What follows belongs to an exercise in optimizing a design on an open flow for small area, a short achievable clock period and few clock cycles; a production flow would make more cautious choices. For this run, only the layout was checked, not whether the RTL still works. Power is estimated from default activity; no workload was simulated.

[run.sh]
#!/bin/bash
# synth_recipe.tcl (not shown) runs the flow's synth.tcl, then flattens the netlist and writes it again
# the make line also repeats each setting of config.mk as NAME=value (left out here)
make -C /OpenROAD-flow-scripts/flow DESIGN_CONFIG=/design/flow/config.mk WORK_HOME=/design/flow/orfs CLKGATE_MAP_FILE= SYNTH_SCRIPT=/design/flow/synth_recipe.tcl finish
[config.mk]
export PLATFORM = sky130hd
export DESIGN_NAME = lep_crc16
export DESIGN_NICKNAME = lep_crc16
export VERILOG_FILES = /design/flow/design.v
export SDC_FILE = /design/flow/constraint.sdc
export NUM_CORES = 4
export LEC_CHECK = 0
export CAP_MARGIN = 20
export CORE_MARGIN = 2
export CORE_UTILIZATION = 55
export CTS_BUF_LIST = sky130_fd_sc_hd__clkbuf_4 sky130_fd_sc_hd__clkbuf_8
export PLACE_DENSITY = 0.65
export SETUP_SLACK_MARGIN = 3.55
export SLEW_MARGIN = 20
[constraint.sdc]
create_clock -name core_clock -period 8.0 [get_ports {clk}]
set_input_delay 1.6000 -clock core_clock [delete_from_list [all_inputs] [get_ports {clk}]]
set_output_delay 1.6000 -clock core_clock [all_outputs]
set_load 0.01 [all_outputs]
[design.v]
module lep_crc16 (
    input  wire        clk,
    input  wire        rst,
    input  wire        host_req,
    input  wire        host_we,
    input  wire [11:0] host_addr,
    input  wire [31:0] host_wdata,
    output wire [31:0] host_rdata,
    output wire        host_ready,
    output wire        mem_re,
    output wire        mem_we,
    output wire [9:0]  mem_addr,
    output reg  [3:0]  mem_be,
    output wire [31:0] mem_wdata,
    input  wire [31:0] mem_rdata
);
    localparam [9:0] R_CMD        = 10'h000;
    localparam [9:0] R_STATUS     = 10'h001;
    localparam [9:0] R_CTRL       = 10'h002;
    localparam [9:0] R_SRC_ADDR   = 10'h003;
    localparam [9:0] R_SRC_LEN    = 10'h004;
    localparam [9:0] R_DST_ADDR   = 10'h005;
    localparam [9:0] R_DST_CAP    = 10'h006;
    localparam [9:0] R_OUT_LEN    = 10'h007;
    localparam [9:0] R_CRC_CFG    = 10'h008;
    localparam [9:0] R_CRC_STATE  = 10'h009;
    localparam [9:0] R_CRC_RESULT = 10'h00A;
    localparam [2:0] OP_NOP     = 3'd0;
    localparam [2:0] OP_INIT    = 3'd1;
    localparam [2:0] OP_UPDATE  = 3'd2;
    localparam [2:0] OP_BYTE    = 3'd3;
    localparam [2:0] OP_COMPUTE = 3'd4;
    localparam [2:0] OP_STORE   = 3'd5;
    localparam [2:0] OP_VERIFY  = 3'd6;
    localparam [2:0] OP_DNP3    = 3'd7;
    localparam [3:0] E_OK        = 4'd0;
    localparam [3:0] E_INV_ARG   = 4'd2;
    localparam [3:0] E_BUF_SMALL = 4'd4;
    localparam [3:0] E_NOT_SUPP  = 4'd5;
    localparam [3:0] E_CHECKSUM  = 4'd8;
    localparam [3:0] E_OOB       = 4'd10;
    function [15:0] s8_0(input [15:0] x);
        begin
            s8_0[0] = ^{x[0], x[1], x[2], x[3], x[4], x[5], x[6], x[7], x[8]};
            s8_0[1] = x[9];
            s8_0[2] = x[10];
            s8_0[3] = x[11];
            s8_0[4] = x[12];
            s8_0[5] = x[13];
            s8_0[6] = ^{x[0], x[14]};
            s8_0[7] = ^{x[0], x[1], x[15]};
            s8_0[8] = ^{x[1], x[2]};
            s8_0[9] = ^{x[2], x[3]};
            s8_0[10] = ^{x[3], x[4]};
            s8_0[11] = ^{x[4], x[5]};
            s8_0[12] = ^{x[5], x[6]};
            s8_0[13] = ^{x[6], x[7]};
            s8_0[14] = ^{x[0], x[1], x[2], x[3], x[4], x[5], x[6]};
            s8_0[15] = ^{x[0], x[1], x[2], x[3], x[4], x[5], x[6], x[7]};
        end
    endfunction
    function [15:0] s16_0(input [15:0] x);
        begin
            s16_0[0] = ^{x[0], x[1], x[3], x[4], x[5], x[6], x[7], x[8], x[9], x[10], x[11], x[12], x[13], x[14], x[15]};
            s16_0[1] = ^{x[2], x[3]};
            s16_0[2] = ^{x[3], x[4]};
            s16_0[3] = ^{x[4], x[5]};
            s16_0[4] = ^{x[5], x[6]};
            s16_0[5] = ^{x[6], x[7]};
            s16_0[6] = ^{x[7], x[8]};
            s16_0[7] = ^{x[8], x[9]};
            s16_0[8] = ^{x[9], x[10]};
            s16_0[9] = ^{x[10], x[11]};
            s16_0[10] = ^{x[11], x[12]};
            s16_0[11] = ^{x[12], x[13]};
            s16_0[12] = ^{x[0], x[13], x[14]};
            s16_0[13] = ^{x[1], x[14], x[15]};
            s16_0[14] = ^{x[1], x[2], x[3], x[4], x[5], x[6], x[7], x[8], x[9], x[10], x[11], x[12], x[13], x[14]};
            s16_0[15] = ^{x[0], x[2], x[3], x[4], x[5], x[6], x[7], x[8], x[9], x[10], x[11], x[12], x[13], x[14], x[15]};
        end
    endfunction
    function [15:0] s8_1(input [15:0] x);
        begin
            s8_1[0] = ^{x[0], x[4], x[8]};
            s8_1[1] = ^{x[1], x[5], x[9]};
            s8_1[2] = ^{x[2], x[6], x[10]};
            s8_1[3] = ^{x[0], x[3], x[7], x[11]};
            s8_1[4] = ^{x[1], x[12]};
            s8_1[5] = ^{x[2], x[13]};
            s8_1[6] = ^{x[3], x[14]};
            s8_1[7] = ^{x[0], x[4], x[15]};
            s8_1[8] = ^{x[0], x[1], x[5]};
            s8_1[9] = ^{x[1], x[2], x[6]};
            s8_1[10] = ^{x[2], x[3], x[7]};
            s8_1[11] = x[3];
            s8_1[12] = ^{x[0], x[4]};
            s8_1[13] = ^{x[1], x[5]};
            s8_1[14] = ^{x[2], x[6]};
            s8_1[15] = ^{x[3], x[7]};
        end
    endfunction
    function [15:0] s16_1(input [15:0] x);
        begin
            s16_1[0] = ^{x[4], x[5], x[8], x[12]};
            s16_1[1] = ^{x[5], x[6], x[9], x[13]};
            s16_1[2] = ^{x[6], x[7], x[10], x[14]};
            s16_1[3] = ^{x[0], x[7], x[8], x[11], x[15]};
            s16_1[4] = ^{x[0], x[1], x[4], x[5], x[9]};
            s16_1[5] = ^{x[1], x[2], x[5], x[6], x[10]};
            s16_1[6] = ^{x[0], x[2], x[3], x[6], x[7], x[11]};
            s16_1[7] = ^{x[0], x[1], x[3], x[4], x[7], x[8], x[12]};
            s16_1[8] = ^{x[0], x[1], x[2], x[4], x[5], x[8], x[9], x[13]};
            s16_1[9] = ^{x[1], x[2], x[3], x[5], x[6], x[9], x[10], x[14]};
            s16_1[10] = ^{x[2], x[3], x[4], x[6], x[7], x[10], x[11], x[15]};
            s16_1[11] = ^{x[0], x[3], x[7], x[11]};
            s16_1[12] = ^{x[0], x[1], x[4], x[8], x[12]};
            s16_1[13] = ^{x[1], x[2], x[5], x[9], x[13]};
            s16_1[14] = ^{x[2], x[3], x[6], x[10], x[14]};
            s16_1[15] = ^{x[3], x[4], x[7], x[11], x[15]};
        end
    endfunction
    function [15:0] s8_2(input [15:0] x);
        begin
            s8_2[0] = ^{x[3], x[4], x[5], x[8]};
            s8_2[1] = ^{x[0], x[4], x[5], x[6], x[9]};
            s8_2[2] = ^{x[0], x[1], x[5], x[6], x[7], x[10]};
            s8_2[3] = ^{x[0], x[1], x[2], x[3], x[4], x[5], x[6], x[7], x[11]};
            s8_2[4] = ^{x[0], x[1], x[2], x[6], x[7], x[12]};
            s8_2[5] = ^{x[1], x[2], x[4], x[5], x[7], x[13]};
            s8_2[6] = ^{x[0], x[2], x[4], x[6], x[14]};
            s8_2[7] = ^{x[1], x[3], x[5], x[7], x[15]};
            s8_2[8] = ^{x[2], x[3], x[5], x[6]};
            s8_2[9] = ^{x[0], x[3], x[4], x[6], x[7]};
            s8_2[10] = ^{x[0], x[1], x[3], x[7]};
            s8_2[11] = ^{x[1], x[2], x[3], x[5]};
            s8_2[12] = ^{x[0], x[2], x[3], x[4], x[6]};
            s8_2[13] = ^{x[0], x[1], x[3], x[4], x[5], x[7]};
            s8_2[14] = ^{x[1], x[2], x[3], x[6]};
            s8_2[15] = ^{x[2], x[3], x[4], x[7]};
        end
    endfunction
    function [15:0] s16_2(input [15:0] x);
        begin
            s16_2[0] = ^{x[1], x[5], x[6], x[7], x[11], x[12], x[13]};
            s16_2[1] = ^{x[0], x[2], x[6], x[7], x[8], x[12], x[13], x[14]};
            s16_2[2] = ^{x[0], x[1], x[3], x[7], x[8], x[9], x[13], x[14], x[15]};
            s16_2[3] = ^{x[0], x[2], x[4], x[5], x[6], x[7], x[8], x[9], x[10], x[11], x[12], x[13], x[14], x[15]};
            s16_2[4] = ^{x[3], x[8], x[9], x[10], x[14], x[15]};
            s16_2[5] = ^{x[1], x[4], x[5], x[6], x[7], x[9], x[10], x[12], x[13], x[15]};
            s16_2[6] = ^{x[0], x[1], x[2], x[8], x[10], x[12], x[14]};
            s16_2[7] = ^{x[1], x[2], x[3], x[9], x[11], x[13], x[15]};
            s16_2[8] = ^{x[0], x[1], x[2], x[3], x[4], x[5], x[6], x[7], x[10], x[11], x[13], x[14]};
            s16_2[9] = ^{x[0], x[1], x[2], x[3], x[4], x[5], x[6], x[7], x[8], x[11], x[12], x[14], x[15]};
            s16_2[10] = ^{x[2], x[3], x[4], x[8], x[9], x[11], x[15]};
            s16_2[11] = ^{x[0], x[1], x[3], x[4], x[6], x[7], x[9], x[10], x[11], x[13]};
            s16_2[12] = ^{x[1], x[2], x[4], x[5], x[7], x[8], x[10], x[11], x[12], x[14]};
            s16_2[13] = ^{x[0], x[2], x[3], x[5], x[6], x[8], x[9], x[11], x[12], x[13], x[15]};
            s16_2[14] = ^{x[3], x[4], x[5], x[9], x[10], x[11], x[14]};
            s16_2[15] = ^{x[0], x[4], x[5], x[6], x[10], x[11], x[12], x[15]};
        end
    endfunction
    localparam [15:0] RES_0 = 16'h0000;
    localparam [15:0] RES_1 = 16'hF0B8;
    localparam [15:0] RES_2 = 16'h66C5;
    function [15:0] crc_init(input [1:0] v);
        crc_init = v[1] ? 16'h0000 : 16'hFFFF;
    endfunction
    function [15:0] crc_xorout(input [1:0] v);
        crc_xorout = (v == 2'd0) ? 16'h0000 : 16'hFFFF;
    endfunction
    reg [3:0]  status_err;
    reg [1:0]  ctrl;
    reg [31:0] src_addr, src_len, dst_addr, dst_cap;
    reg [12:0] out_len;
    reg [1:0]  crc_var;
    reg [15:0] crc_c;
    wire [15:0] crc_result = crc_c ^ crc_xorout(crc_var);
    reg        s_idle;     
    reg        s_exec;     
    reg        s_run;      
    reg        o_nop, o_init, o_upd, o_byte, o_cmp, o_sto, o_ver, o_dnp, o_strm;
    reg [1:0]  evar;       
    reg        xbad;       
    reg [15:0] w_crc;      
    reg [31:0] win;        
    reg [2:0]  kw;         
    reg        wlast;      
    reg        wbfin;      
    reg        wv;         
    reg        half;       
    reg [23:0] prev;       
    reg        rv1;        
    reg        primed;     
    reg [12:0] remf;       
    reg [1:0]  blk;        
    reg [9:0]  rd_ptr;     
    reg [9:0]  wa;         
    reg [1:0]  pp;         
    reg [1:0]  st;         
    reg [23:0] ow;         
    reg        crcph;      
    reg        crcfin;     
    reg        flush;      
    reg        vph;        
    wire [9:0] reg_idx   = host_addr[11:2];
    wire       idle      = s_idle;
    wire       cmd_write = host_req && host_we && (reg_idx == R_CMD);
    reg        rsv;
    reg  [3:0] raddr;
    wire       addr_hz = (host_addr[11:6] == 6'd0);
    wire       fast_hit = addr_hz && ((host_addr[5:2] == 4'd1) || (host_addr[5:2] == 4'd7) ||
                                      (host_addr[5:2] == 4'd9) || (host_addr[5:2] == 4'd10));
    wire [15:0] rd_fast = host_addr[5] ? (host_addr[3] ? {crc_result} : {crc_c}) :
                                         (host_addr[3] ? {3'd0, out_len} : {12'd0, status_err});
    reg [31:0] rd_slow;
    always @(*) begin
        case (raddr)
            4'd1:    rd_slow = {28'd0, status_err};
            4'd2:    rd_slow = {30'd0, ctrl};
            4'd3:    rd_slow = src_addr;
            4'd4:    rd_slow = src_len;
            4'd5:    rd_slow = dst_addr;
            4'd6:    rd_slow = dst_cap;
            4'd7:    rd_slow = {19'd0, out_len};
            4'd8:    rd_slow = {30'd0, crc_var};
            4'd9:    rd_slow = {16'd0, crc_c};
            4'd10:   rd_slow = {16'd0, crc_result};
            default: rd_slow = 32'd0;
        endcase
    end
    assign host_rdata = rsv ? rd_slow : {16'd0, rd_fast};
    wire [2:0] d_op     = host_wdata[2:0];
    wire       d_known  = (host_wdata[7:3] == 5'd0);
    wire       d_hasvar = (d_op == OP_INIT) || (d_op == OP_COMPUTE) || (d_op == OP_VERIFY);
    wire       d_badbit = (host_wdata[31:24] != 8'd0) || (host_wdata[15:10] != 6'd0) ||
                          ((d_op != OP_BYTE) && (host_wdata[23:16] != 8'd0)) ||
                          (!d_hasvar && (host_wdata[9:8] != 2'd0));
    wire       d_badvar = d_hasvar && (host_wdata[9:8] == 2'd3);
    wire        src_hz  = (src_addr[31:13] == 19'd0) && (src_len[31:13] == 19'd0);
    wire        dst_hz  = (dst_addr[31:13] == 19'd0) && (dst_cap[31:13] == 19'd0);
    wire [13:0] ssum    = {1'b0, src_addr[12:0]} + {1'b0, src_len[12:0]};
    wire [13:0] dsum    = {1'b0, dst_addr[12:0]} + {1'b0, dst_cap[12:0]};
    wire        src_ok  = src_hz && (ssum <= 14'd4096);
    wire        src2_ok = src_hz && (ssum <= 14'd4094);
    wire        dst_ok  = dst_hz && (dsum <= 14'd4096);
    wire        cap_lt2 = (dst_cap[31:1] == 31'd0);
    wire        empty   = (src_len == 32'd0);
    wire [12:0] dnp_m    = src_len[12:0] + {3'd0, src_len[12:4], 1'b0} +
                           {11'd0, (src_len[3:0] != 4'd0), 1'b0};
    wire        dnp_fits = (dnp_m <= dst_cap[12:0]);
    wire [3:0] d_err = !d_known ? E_NOT_SUPP : (d_badbit || d_badvar) ? E_INV_ARG : E_OK;
    reg f_src_ok, f_src2_ok, f_dst_ok, f_cap_lt2, f_empty, f_fits;
    always @(posedge clk) begin
        f_src_ok  <= src_ok;
        f_src2_ok <= src2_ok;
        f_dst_ok  <= dst_ok;
        f_cap_lt2 <= cap_lt2;
        f_empty   <= empty;
        f_fits    <= dnp_fits;
    end
    wire exec = s_exec;
    reg [3:0] rerr;
    always @(*) begin
        rerr = E_OK;
        if ((o_upd || o_cmp) && !f_src_ok) rerr = E_OOB;
        if (o_ver && !f_src2_ok) rerr = E_OOB;
        if (o_sto) rerr = !f_dst_ok ? E_OOB : f_cap_lt2 ? E_BUF_SMALL : E_OK;
        if (o_dnp) rerr = (!f_src_ok || !f_dst_ok) ? E_OOB : !f_fits ? E_BUF_SMALL : E_OK;
    end
    wire xdone = xbad || (rerr != E_OK) || o_nop || o_init || o_byte ||
                 ((o_upd || o_cmp || o_dnp) && f_empty);
    wire [1:0] lo = src_addr[1:0];
    wire k4   = (kw == 3'd4);
    wire k2   = (kw == 3'd2) || ((kw == 3'd3) && !half);
    wire hsel = half;
    wire [15:0] x0  = w_crc ^ win[15:0];
    wire [15:0] y0  = s16_0(x0);
    wire [15:0] y1  = s16_1(x0);
    wire [15:0] y2  = s16_2(x0);
    wire [15:0] z0  = s16_0(y0 ^ win[31:16]);
    wire [15:0] z1  = s16_1(y1 ^ win[31:16]);
    wire [15:0] z2  = s16_2(y2 ^ win[31:16]);
    wire [15:0] x1  = w_crc ^ {8'd0, (hsel ? win[23:16] : win[7:0])};
    wire [15:0] u0  = s8_0(x1);
    wire [15:0] u1  = s8_1(x1);
    wire [15:0] u2  = s8_2(x1);
    wire k1  = !k4 && !k2;
    wire sv0 = (evar == 2'd0);
    wire sv1 = (evar == 2'd1);
    wire sv2 = evar[1];
    wire [15:0] eng = ({16{sv0 && k4}} & z0) | ({16{sv0 && k2}} & y0) | ({16{sv0 && k1}} & u0) |
                      ({16{sv1 && k4}} & z1) | ({16{sv1 && k2}} & y1) | ({16{sv1 && k1}} & u1) |
                      ({16{sv2 && k4}} & z2) | ({16{sv2 && k2}} & y2) | ({16{sv2 && k1}} & u2);
    wire [15:0] res = evar[1] ? RES_2 : (evar[0] ? RES_1 : RES_0);
    wire cons_en  = wv && !crcph && !flush && !vph && (s_run || (s_exec && !xbad));
    wire consumed = cons_en && !((kw == 3'd3) && !half);
    wire formed   = rv1 && o_strm && !s_idle && (remf != 13'd0) && (primed || (lo == 2'd0));
    reg  [31:0] fun;
    always @(*) begin
        case (lo)
            2'd0: fun = mem_rdata;
            2'd1: fun = {mem_rdata[7:0],  prev[23:0]};
            2'd2: fun = {mem_rdata[15:0], prev[23:8]};
            default: fun = {mem_rdata[23:0], prev[23:16]};
        endcase
    end
    wire        dcons    = consumed && o_dnp;
    wire        item_now = dcons || crcph;
    wire [2:0]  ki       = crcph ? 3'd2 : kw;
    wire [31:0] item     = crcph ? {16'd0, ~w_crc} : win;
    reg  [31:0] rot;
    always @(*) begin
        case (pp)
            2'd0: rot = item;
            2'd1: rot = {item[23:0], item[31:24]};
            2'd2: rot = {item[15:0], item[31:16]};
            default: rot = {item[7:0], item[31:8]};
        endcase
    end
    wire [3:0]  psum     = {2'b00, pp} + {1'b0, ki};
    wire        wcomp    = ({2'b00, pp} + {1'b0, kw}) >= 4'd4;
    wire        complete = crcph ? pp[1] : wcomp;
    wire [31:0] merged   = {rot[31:24],
                            (pp <= 2'd2) ? rot[23:16] : ow[23:16],
                            (pp <= 2'd1) ? rot[15:8]  : ow[15:8],
                            (pp == 2'd0) ? rot[7:0]   : ow[7:0]};
    wire        wr_now   = (crcph && pp[1]) || (dcons && wcomp) || flush;
    wire        fin_item = crcph && crcfin;
    wire stall  = o_dnp && wbfin && consumed && formed;
    wire rd_now = !wr_now && !stall;
    assign mem_re    = rd_now;
    assign mem_we    = wr_now;
    assign mem_addr  = wr_now ? wa : rd_ptr;
    assign mem_wdata = merged;
    always @(*) begin
        mem_be[0] = (st == 2'd0) && (!flush || (pp != 2'd0));
        mem_be[1] = (st <= 2'd1) && (!flush || (pp >= 2'd2));
        mem_be[2] = (st <= 2'd2) && (!flush || (pp == 2'd3));
        mem_be[3] = !flush;
    end
    wire done_exec = s_exec && xdone;
    wire done_run  = s_run &&
                     ((consumed && wlast && (o_upd || o_cmp)) || vph || flush ||
                      (fin_item && (pp == 2'd2)));
    wire done      = done_exec || done_run;
    assign host_ready = done || (s_idle && (host_we ? (reg_idx != R_CMD) : (fast_hit || rsv)));
    wire src_wr = s_idle && host_req && host_we && (reg_idx == R_SRC_ADDR);
    always @(posedge clk) begin
        rv1 <= rd_now;
        if (rv1) prev <= mem_rdata[31:8];
        rsv   <= !rst && s_idle && host_req && !host_we && !fast_hit && !rsv;
        raddr <= addr_hz ? host_addr[5:2] : 4'd0;
        if (rst)
            rd_ptr <= 10'd0;
        else if (s_idle)
            rd_ptr <= cmd_write ? rd_ptr + 10'd1 : src_wr ? host_wdata[11:2] : src_addr[11:2];
        else if (done)
            rd_ptr <= src_addr[11:2];
        else if (rd_now)
            rd_ptr <= rd_ptr + 10'd1;
        if (rst) begin
            s_idle     <= 1'b1;
            s_exec     <= 1'b0;
            s_run      <= 1'b0;
            status_err <= E_OK;
            ctrl       <= 2'b11;
            src_addr   <= 32'd0;
            src_len    <= 32'd0;
            dst_addr   <= 32'd0;
            dst_cap    <= 32'd0;
            out_len    <= 13'd0;
            crc_var    <= 2'd0;
            crc_c      <= 16'hFFFF;
            crcph      <= 1'b0;
            flush      <= 1'b0;
        end else if (s_idle) begin
            if (host_req && host_we) begin
                case (reg_idx)
                    R_CTRL:      ctrl     <= host_wdata[1:0];
                    R_SRC_ADDR:  src_addr <= host_wdata;
                    R_SRC_LEN:   src_len  <= host_wdata;
                    R_DST_ADDR:  dst_addr <= host_wdata;
                    R_DST_CAP:   dst_cap  <= host_wdata;
                    R_CRC_CFG:   if (host_wdata[1:0] != 2'd3) crc_var <= host_wdata[1:0];
                    R_CRC_STATE: crc_c    <= host_wdata[15:0];
                    default: ;
                endcase
            end
            if (cmd_write) begin
                s_idle     <= 1'b0;
                s_exec     <= 1'b1;
                status_err <= d_err;
                if ((d_err == E_OK) && (d_op == OP_INIT)) begin
                    crc_var <= host_wdata[9:8];
                    crc_c   <= crc_init(host_wdata[9:8]);
                end
            end
            o_nop  <= (d_op == OP_NOP);
            o_init <= (d_op == OP_INIT);
            o_upd  <= (d_op == OP_UPDATE);
            o_byte <= (d_op == OP_BYTE);
            o_cmp  <= (d_op == OP_COMPUTE);
            o_sto  <= (d_op == OP_STORE);
            o_ver  <= (d_op == OP_VERIFY);
            o_dnp  <= (d_op == OP_DNP3);
            o_strm <= (d_op == OP_UPDATE) || (d_op == OP_COMPUTE) || (d_op == OP_VERIFY) ||
                      (d_op == OP_DNP3);
            evar   <= ((d_op == OP_UPDATE) || (d_op == OP_BYTE)) ? crc_var :
                      (d_op == OP_DNP3) ? 2'd2 : host_wdata[9:8];
            xbad   <= (d_err != E_OK);
            w_crc  <= ((d_op == OP_COMPUTE) || (d_op == OP_VERIFY)) ? crc_init(host_wdata[9:8]) :
                      (d_op == OP_DNP3) ? 16'h0000 : (d_op == OP_STORE) ? ~crc_result : crc_c;
            win[7:0] <= host_wdata[23:16];
            kw     <= 3'd1;
            wlast  <= 1'b1;
            half   <= 1'b0;
            wv     <= (d_op == OP_BYTE);
            primed <= 1'b0;
            remf   <= src_len[12:0] + ((d_op == OP_VERIFY) ? 13'd2 : 13'd0);
            blk    <= 2'd0;
            wa     <= dst_addr[11:2];
            pp     <= dst_addr[1:0];
            st     <= dst_addr[1:0];
            crcph  <= 1'b0;
            crcfin <= 1'b0;
            flush  <= 1'b0;
            vph    <= 1'b0;
        end else begin
            if (s_exec && !xbad) begin
                if (rerr != E_OK) status_err <= rerr;
                else if (f_empty) begin
                    if (o_cmp) begin
                        crc_var <= evar;
                        crc_c   <= crc_init(evar);
                    end
                    if (o_dnp) out_len <= 13'd0;
                end
            end
            if (s_exec && o_sto && !xdone) begin
                crcph  <= 1'b1;
                crcfin <= 1'b1;
            end
            if (rv1 && o_strm && !primed && (lo != 2'd0)) primed <= 1'b1;
            if (formed) begin
                win   <= fun;
                kw    <= (remf >= 13'd4) ? 3'd4 : remf[2:0];
                wlast <= (remf <= 13'd4);
                wbfin <= (blk == 2'd3) || (remf <= 13'd4);
                blk   <= blk + 2'd1;
                remf  <= (remf <= 13'd4) ? 13'd0 : remf - 13'd4;
            end
            wv <= formed || (wv && !consumed);
            if (cons_en) half <= (kw == 3'd3) && !half;
            if (cons_en || crcph) w_crc <= eng & {16{cons_en}};
            if (consumed) begin
                if (wlast && (o_upd || o_cmp || o_byte)) begin
                    crc_c      <= eng;
                    crc_var    <= evar;
                end
                if (wlast && o_ver) vph <= 1'b1;
                if (o_dnp && wbfin) begin
                    crcph  <= 1'b1;
                    crcfin <= wlast;
                end
            end
            if (item_now) begin
                pp <= psum[1:0];
                if (complete) begin
                    st <= 2'd0;
                    wa <= wa + 10'd1;
                    ow <= rot[23:0];
                end else begin
                    ow <= merged[23:0];
                end
            end
            if (crcph) begin
                crcph <= 1'b0;
                if (fin_item && (pp != 2'd2)) flush <= 1'b1;
            end
            if (flush) flush <= 1'b0;
            if ((fin_item && (pp == 2'd2)) || flush)
                out_len <= o_dnp ? dnp_m : 13'd2;
            if (vph) status_err <= (w_crc == res) ? E_OK : E_CHECKSUM;
            if (s_exec && !xdone) begin
                s_exec <= 1'b0;
                s_run  <= 1'b1;
            end
            if (done) begin
                s_idle <= 1'b1;
                s_exec <= 1'b0;
                s_run  <= 1'b0;
            end
        end
    end
endmodule
==> results.cfg <==
[sta]
fmax_mhz = 220
setup_viol = 0
finalMaxSlewViolations = 0
setup_ws_ps = 3450
final.period_utilization_pct = 56.8
fin_crit_ps = 4550
finalHoldViolCount = 0
tightest_slew_ps = 1150
holdWs_ps = 473
skew_ps = 47.6
setup_tns_ps = 0
grt_setup_unrepaired = true
slew-limit-headroom_pct = 22.9

[setup_path]
path_max_fanout = 6
timing.rr.start = w_crc[12]$_DFFE_PP_
ff2ff_setup_slack_ps = 3550
crit_arrival_ps = 2950
critical_path_class = reg2out
setup.worst_path.end = mem_re
worst-path-stages = 9
cp_top_family = compound AO/OA/AOI/OAI gates
reg2reg_depth = 12
endpoint_kind = primary output
slowest_stage = edfxtp_1
crit_buf_inv = 4
worstPathCellList = buf_12, ha_4, a311o_2, nand3_2, o211ai_1, buf_4, buf_8, a41oi_4, buf_6
cp-start-kind = flop
crit_required_ps = 6400
crit_start = pp[1]$_DFFE_PP_
r2r-end = w_crc[10]$_DFFE_PP_
critPathMaxStageDelay_ps = 460

[floorplanning]
dieArea_sq_um = 48000
io_pins = 161
core_sq_um = 45600
die_h_um = 219
die_x_um = 219
start_util_pct = 55.9
fp-row-count = 78

[detailed_routing]
detail_route.vias_per_cell = 6.72
drt-total-wl_mm = 105
ant_nets = 0
drc = 0
firstDrtPassIters = 9
first_iter_violations = 3707
dr_total_vias = 25100
wl_per_cell_um = 28.1

[yosys]
ys_seq_area_share_pct = 32.4
synth_edf_count = 147
ys_types = 82
ys_ff_latch = 339
synth_nets = 3078
synth_area_per_cell_sq_um = 8.69
syn_area_sq_um = 25500
synthArstFlopShare_pct = 0
ys.flop_type = dfxtp_1
synthCells = 2929
synth_warnings = 1

[grt]
grt_pass1_vias = 23900
grt_overflow_total = 0
grt_pass1_wl_mm = 152
grt_antenna_before_repair = 3
track_usage_pct = 42.5
grt_max_degree = 99

[clock_network]
cts_hold_buf = 0
cts_tree = yes
cts_buffers = 58
clkTransAtPathRegs_ps = 70
cts-root-buf = clkbuf_8
clockBufferDepth = 3
cts.sinks = 339
clk_latency_ps = 700
cts_htree_levels = 2

[final_layout]
layout-drive-gt1-share_pct = 17.2
final_cell_mix = 453 x nand2_1, 294 x a21oi_1, 268 x xnor2_1
antenna_cells = 0
n_fill_cell = 3494
synthToLayoutAreaGrowth_pct = 21.1
num-nets-final = 3243
final_common_cell = nand2_1
final_cells = 3742

[min_path]
holdCritPathClass = reg2reg

[placement]
preCtsSetupSlack_ps = 1990
port_buffers = 158
hpwlAfterDp_mm = 73.5
dp.cells = 3533
place.gp.congestion = 1.01

[flow_run]
cap_viol_max_count = 0

[power_and_ir_drop]
power_leakage_nw = 11.3
peakVddDrop_mv = 0.272
power_density_nw_per_um2 = 251

[outcome]
status = timing/DRC/antenna clean
-- per-stage QoR --
stage	cell area (sq um)	utilization, %	total power, mW
final	30800	67.7	7.74
after global routing	30800	67.7	7.98
after CTS	30000	65.8	7.50
after detailed placement	27400	60.1	5.47
after global placement	27400	60.1	5.47
after floorplan	25500	-	4.61
-- sequential cells by signal (all words and copies together) (netlist names), 3 cells and up --
name and cells:
crc_c 16, dst_addr 32, dst_cap 32, kw 3, out_len 13, ow 24, prev 24, raddr 4
rd_ptr 10, remf 13, src_addr 32, src_len 32, status_err 4, w_crc 16, wa 10, win 32
-- area by class of cell --
| class | count | area [sq um] | share of cell area, % |
|---|---|---|---|
| tap | 600 | 751 | 2.43 |
| multi-input combinational | 2314 | 17000 | 55.2 |
| timing repair buffer | 308 | 3060 | 9.93 |
| clock buffer | 85 | 1090 | 3.55 |
| clock inverter | 23 | 330 | 1.07 |
| inverter | 73 | 280 | 0.909 |
| sequential | 339 | 8280 | 26.9 |
-- synth_stat cells, drive strengths merged (8+ instances only) --
cell type	number	area [sq um]
a2111oi	10	93.8
a211oi	51	383
a21boi	8	60.1
a21o	14	105
a21oi	298	1490
a221oi	9	78.8
a222oi	9	90.1
a22oi	72	541
and2	18	113
and3	19	120
buf	40	198
clkbuf	162	614
dfxtp	192	3840
edfxtp	147	4410
ha	65	813
inv	70	263
mux2	39	439
mux2i	53	531
mux4	36	811
nand2	456	1710
nand2b	17	106
nand3	49	245
nand4	15	93.8
nor2	192	721
nor2b	16	100
nor3	54	270
nor4	34	213
o211ai	15	113
o21a	8	60.1
o21ai	107	536
o21bai	10	75.1
o221ai	25	219
o22ai	57	357
o31ai	15	113
or3	12	75.1
xnor2	321	3120
xnor3	27	613
xor2	108	1010
-- repair_timing --
item,4_1_cts,5_1_grt
buffers inserted,49,43
endpoints found under the setup margin,121,85
gates cloned,6,2
resized for setup,247,107
pin swaps,28,20
-- power by group --
group	internal, mW	switching [mW]
combinational	1.78	2.14
sequential	1.83	0.0414
clock	1.14	0.809
-- kinds of logic after synthesis --
logic type	synth area share, %
AOI/OAI and AO/OA	18.3
and+or+nand+nor	15.7
muxes	6.99
DFF	32.4
buffers and inverters	4.33
xor gates and xnor gates	18.8
adders and majority gates	3.51
-- metal layers --
metal / global-route usage (%) / wire length [um]
met5: 0 / 13
met4: 29.4 / 9630
met3: 8.37 / 11800
met2: 70.0 / 47900
met1: 50.1 / 35700
-- tightest hold or removal path, stage by stage, from the launching register on --
cell     delay (ps)
dfxtp_1         320
nand2_1          60
a21oi_1          50
-- worst min path at each step --
stage | startpoint | to | depth (start not counted)
2_1_floorplan | ctrl[1]$_SDFFE_PP1P_ | ctrl[1]$_SDFFE_PP1P_ | 2
3_3_place_gp | src_addr[14]$_SDFFE_PP0P_ | src_addr[14]$_SDFFE_PP0P_ | 2
3_5_place_dp | src_len[27]$_SDFFE_PP0P_ | src_len[27]$_SDFFE_PP0P_ | 2
4_1_cts | src_len[27]$_SDFFE_PP0P_ | src_len[27]$_SDFFE_PP0P_ | 2
5_1_grt | src_addr[16]$_SDFFE_PP0P_ | src_addr[16]$_SDFFE_PP0P_ | 2
6_report | src_len[26]$_SDFFE_PP0P_ | src_len[26]$_SDFFE_PP0P_ | 2

[separate check: timing with driven ports]
Ports are ideal in the flow. The routed layout listed here was re-timed in OpenROAD. Step 1 (the two cells are an assumption about what drives the block):
set clk [get_ports {clk}]
set_driving_cell -lib_cell sky130_fd_sc_hd__clkbuf_16 $clk
set_driving_cell -lib_cell sky130_fd_sc_hd__buf_2 [delete_from_list [all_inputs] $clk]
Step 2 adds t to the input delays and takes it off the output delays; t is the mean of the earliest and latest rising clock arrival at the registers after step 1. Input paths then give back, and output paths get back, about the clock's delay inside the block. Three values: no drivers, after step 1, after step 2; two values: the first two.
t, ns: 0.737
setup WS [ns]: 3.455 / 3.397 / 2.938
hold WS [ns]: 0.473 / 0.473 / 0.473
latest minus earliest clock arrival (ns): 0.047 / 0.048
worst slew at a driven data input, ns: 0.09
After both steps this run still meets setup and hold. For this run, drivers alone change the setup slack by -0.058 ns; drivers and shift together by -0.517 ns.
